Context: an optimization exercise on an open-source flow, tuned for small area, a short achievable clock period and few clock cycles per item. The choices shown serve that exercise and are no tape-out recipe.

old:
==> flow/design.v <==
module sfd_tx (
    input  wire        clk,
    input  wire        rst,
    input  wire        in_valid,
    input  wire [7:0]  in_op,
    input  wire [7:0]  in_dest,
    input  wire [7:0]  in_byte,
    input  wire        in_last,
    input  wire        in_empty,
    output wire        in_ready,
    output wire        tx_valid,
    output wire [7:0]  tx_byte,
    input  wire        tx_ready
);
    localparam [7:0] MARKER       = 8'h1B;
    localparam [7:0] LIT_SENTINEL = 8'h1C;
    localparam [7:0] OP_DATA      = 8'h44;
    reg  [7:0]  buf_mem [0:31];
    reg  [4:0]  wp;            
    reg  [4:0]  rp;            
    reg  [5:0]  occ;           
    reg         in_cmd;        
    reg         col_isd;       
    reg  [7:0]  col_op;
    reg  [7:0]  col_dest;
    reg  [5:0]  cnt;           
    reg         pair;          
    reg         s_pend;        
    reg         col_closed;    
    reg         carry;         
    reg         carry_last;    
    reg         in_rdy;        
    reg         rdy_valid;
    reg  [7:0]  rdy_op;
    reg  [7:0]  rdy_dest;
    reg  [5:0]  rdy_len;
    reg         active;        
    reg  [5:0]  pos;           
    reg  [7:0]  out_op;
    reg  [7:0]  out_dest;
    reg  [5:0]  out_len;
    reg  [15:0] seq;
    reg         tx_v;
    reg  [7:0]  tx_b;
    assign in_ready = in_rdy;
    assign tx_valid = tx_v;
    assign tx_byte  = tx_b;
    wire        fire     = in_valid && in_rdy;
    wire        is_data  = in_cmd ? col_isd : (in_op == OP_DATA);
    wire        is_mk    = (in_byte == MARKER) && !in_empty;
    wire        is_m     = is_data && is_mk;
    wire        two      = is_m && pair;
    wire        c30      = (cnt == 6'd30);
    wire        c31      = (cnt == 6'd31);
    wire        nofit    = two && c31;
    wire [5:0]  cnt1     = cnt + 6'd1;
    wire [5:0]  cnt2     = cnt + 6'd2;
    wire [5:0]  ncnt     = two ? cnt2 : cnt1;
    wire        in_end   = in_last || in_empty;
    wire        close    = in_end || c31 || (c30 && two);
    wire [5:0]  close_len = in_empty ? cnt : nofit ? 6'd31 : ncnt;
    reg  [7:0]  hdr;
    always @(*) begin
        case (pos[3:0])
            4'd0, 4'd1, 4'd2: hdr = MARKER;
            4'd4:             hdr = seq[15:8];
            4'd5:             hdr = seq[7:0];
            4'd6:             hdr = out_op;
            4'd7:             hdr = out_dest;
            4'd9:             hdr = {2'b00, out_len};
            default:          hdr = 8'h00;
        endcase
    end
    wire        in_body  = (pos >= 6'd10);
    wire [7:0]  next_b   = in_body ? buf_mem[rp] : hdr;
    wire        adv      = !tx_v || tx_ready;
    wire        emit     = adv && active;
    wire        pos_last = (pos == out_len + 6'd9);
    wire        done     = emit && pos_last;
    wire        want     = adv && (pos_last || !active);
    wire        take_rdy = want && rdy_valid;
    wire        take_col = want && !rdy_valid && col_closed;
    wire        to_rdy   = col_closed && !take_col && (!rdy_valid || take_rdy);
    wire        col_move = take_col || to_rdy;
    wire        rd       = emit && in_body;
    wire [5:0]  occ_p1   = occ + 6'd1;
    wire [5:0]  occ_m1   = occ - 6'd1;
    wire        occ31    = (occ == 6'd31);
    wire        occ32    = occ[5];
    wire        wr_in    = fire && !in_empty;
    wire        wr_s     = s_pend && !occ32;
    wire        wr       = wr_in || wr_s;
    wire        full_n   = !rd && (occ32 || (occ31 && wr));
    wire        spend_n  = fire ? (two && !nofit) : (s_pend && !wr_s);
    wire        closed_n = (fire && close) || (col_closed && (col_move ? carry_last : 1'b1));
    always @(posedge clk) begin
        if (wr)
            buf_mem[wp] <= s_pend ? LIT_SENTINEL : in_byte;
        if (fire && !in_cmd) begin
            col_op   <= in_op;
            col_dest <= in_dest;
        end
        if (to_rdy) begin
            rdy_op   <= col_op;
            rdy_dest <= col_dest;
            rdy_len  <= cnt;
        end
        if (take_rdy) begin
            out_op   <= rdy_op;
            out_dest <= rdy_dest;
            out_len  <= rdy_len;
        end
        if (take_col) begin
            out_op   <= col_op;
            out_dest <= col_dest;
            out_len  <= cnt;
        end
        if (emit)
            tx_b <= next_b;
        else if (adv)
            tx_b <= MARKER;
    end
    always @(posedge clk) begin
        if (rst) begin
            wp         <= 5'd0;
            rp         <= 5'd0;
            occ        <= 6'd0;
            in_cmd     <= 1'b0;
            col_isd    <= 1'b0;
            cnt        <= 6'd0;
            pair       <= 1'b0;
            s_pend     <= 1'b0;
            col_closed <= 1'b0;
            carry      <= 1'b0;
            carry_last <= 1'b0;
            in_rdy     <= 1'b1;
            rdy_valid  <= 1'b0;
            active     <= 1'b0;
            pos        <= 6'd0;
            seq        <= 16'h0000;
            tx_v       <= 1'b0;
        end else begin
            if (wr)
                wp <= wp + 5'd1;
            if (rd)
                rp <= rp + 5'd1;
            if (wr && !rd)
                occ <= occ_p1;
            else if (rd && !wr)
                occ <= occ_m1;
            in_rdy <= !spend_n && !closed_n && !full_n;
            s_pend <= spend_n;
            if (adv) begin
                if (emit) begin
                    tx_v <= 1'b1;
                    if (done) begin
                        seq <= (seq == 16'hFFFE) ? 16'h0000 : seq + 16'd1;
                        pos <= 6'd0;
                    end else begin
                        pos <= pos + 6'd1;
                    end
                end else begin
                    tx_v <= take_rdy || take_col;
                    pos  <= 6'd1;
                end
            end
            if (want)
                active <= take_rdy || take_col;
            if (take_rdy)
                rdy_valid <= 1'b0;
            if (to_rdy)
                rdy_valid <= 1'b1;
            if (col_move) begin
                col_closed <= carry_last;
                cnt        <= carry ? 6'd1 : 6'd0;
                pair       <= carry;
                carry      <= 1'b0;
                carry_last <= 1'b0;
            end
            if (fire) begin
                in_cmd <= !in_end;
                if (!in_cmd)
                    col_isd <= (in_op == OP_DATA);
                if (close) begin
                    col_closed <= 1'b1;
                    cnt        <= close_len;
                    carry      <= nofit;
                    carry_last <= nofit && in_last;
                end else begin
                    cnt        <= ncnt;
                    pair       <= is_m && !pair;
                end
            end
        end
    end
endmodule
Settings: LEC_CHECK=0, CAP_MARGIN=20, CORE_MARGIN=2, CORE_UTILIZATION=65, PLACE_DENSITY=0.75, SETUP_SLACK_MARGIN=3.3, SLEW_MARGIN=20; clock period 6.0 ns.
run.sh (not shown) runs the stock make flow with config.mk's settings and CLKGATE_MAP_FILE= SYNTH_SCRIPT=/design/flow/synth_recipe.tcl, a recipe that flattens the netlist after the stock synthesis.
old: PASS, flow complete, no timing, DRC or antenna violations
For new, these inputs were changed with respect to old:
Settings: SETUP_SLACK_MARGIN: 3.3 -> unset.
## What came out
The final reports for new and old show post-route met1 wirelength lower in the former. Number of buffers outside the clock class in the layout went down by more than a quarter going from old to new. new: no failed stages, no open violations at the end. Final worst-path cycle share up 30 points in new wrt old. Higher critical path depth among old and new: new. new vs old on sequential share of layout area: new is the higher one. Re total buffers and inverters traversed by the critical path: old and new aren't equal, and the higher value belongs to new. Total cell area at the placement stage (new over old): decrease, 95 um^2.
No run of this note included a check of the RTL's function; only the layout flow was run.

## static timing again, ports no longer ideal
No port has a modelled driver above. Below, the same layouts with a new extraction and two added sets of constraints.
Step 1: set_driving_cell puts a clkbuf_16 on clk and a buf_2 on each other input, an assumption about the parent block.
Step 2 times the ports against the registers' clock, not the clock port: input delays grow and output delays shrink by t, the midpoint of the rising clock arrivals with the driver on.
Three values: no drivers, after step 1, after step 2; two values: the first two.
run	t (ns)	slack for setup (ns)	worst setup path at the end	slew at the worst register clock pin (ns)	cell pins on the clock port's net
old	0.577	3.211 / 3.231 / 2.653	input to register	0.07 / 0.07	1
new	0.591	1.422 / 1.449 / 0.858	input to register	0.07 / 0.07	1
After both steps every run listed still meets setup and hold. The setup slack of new, which loses most, moves by +0.027 ns with the drivers and by -0.564 ns with both steps.
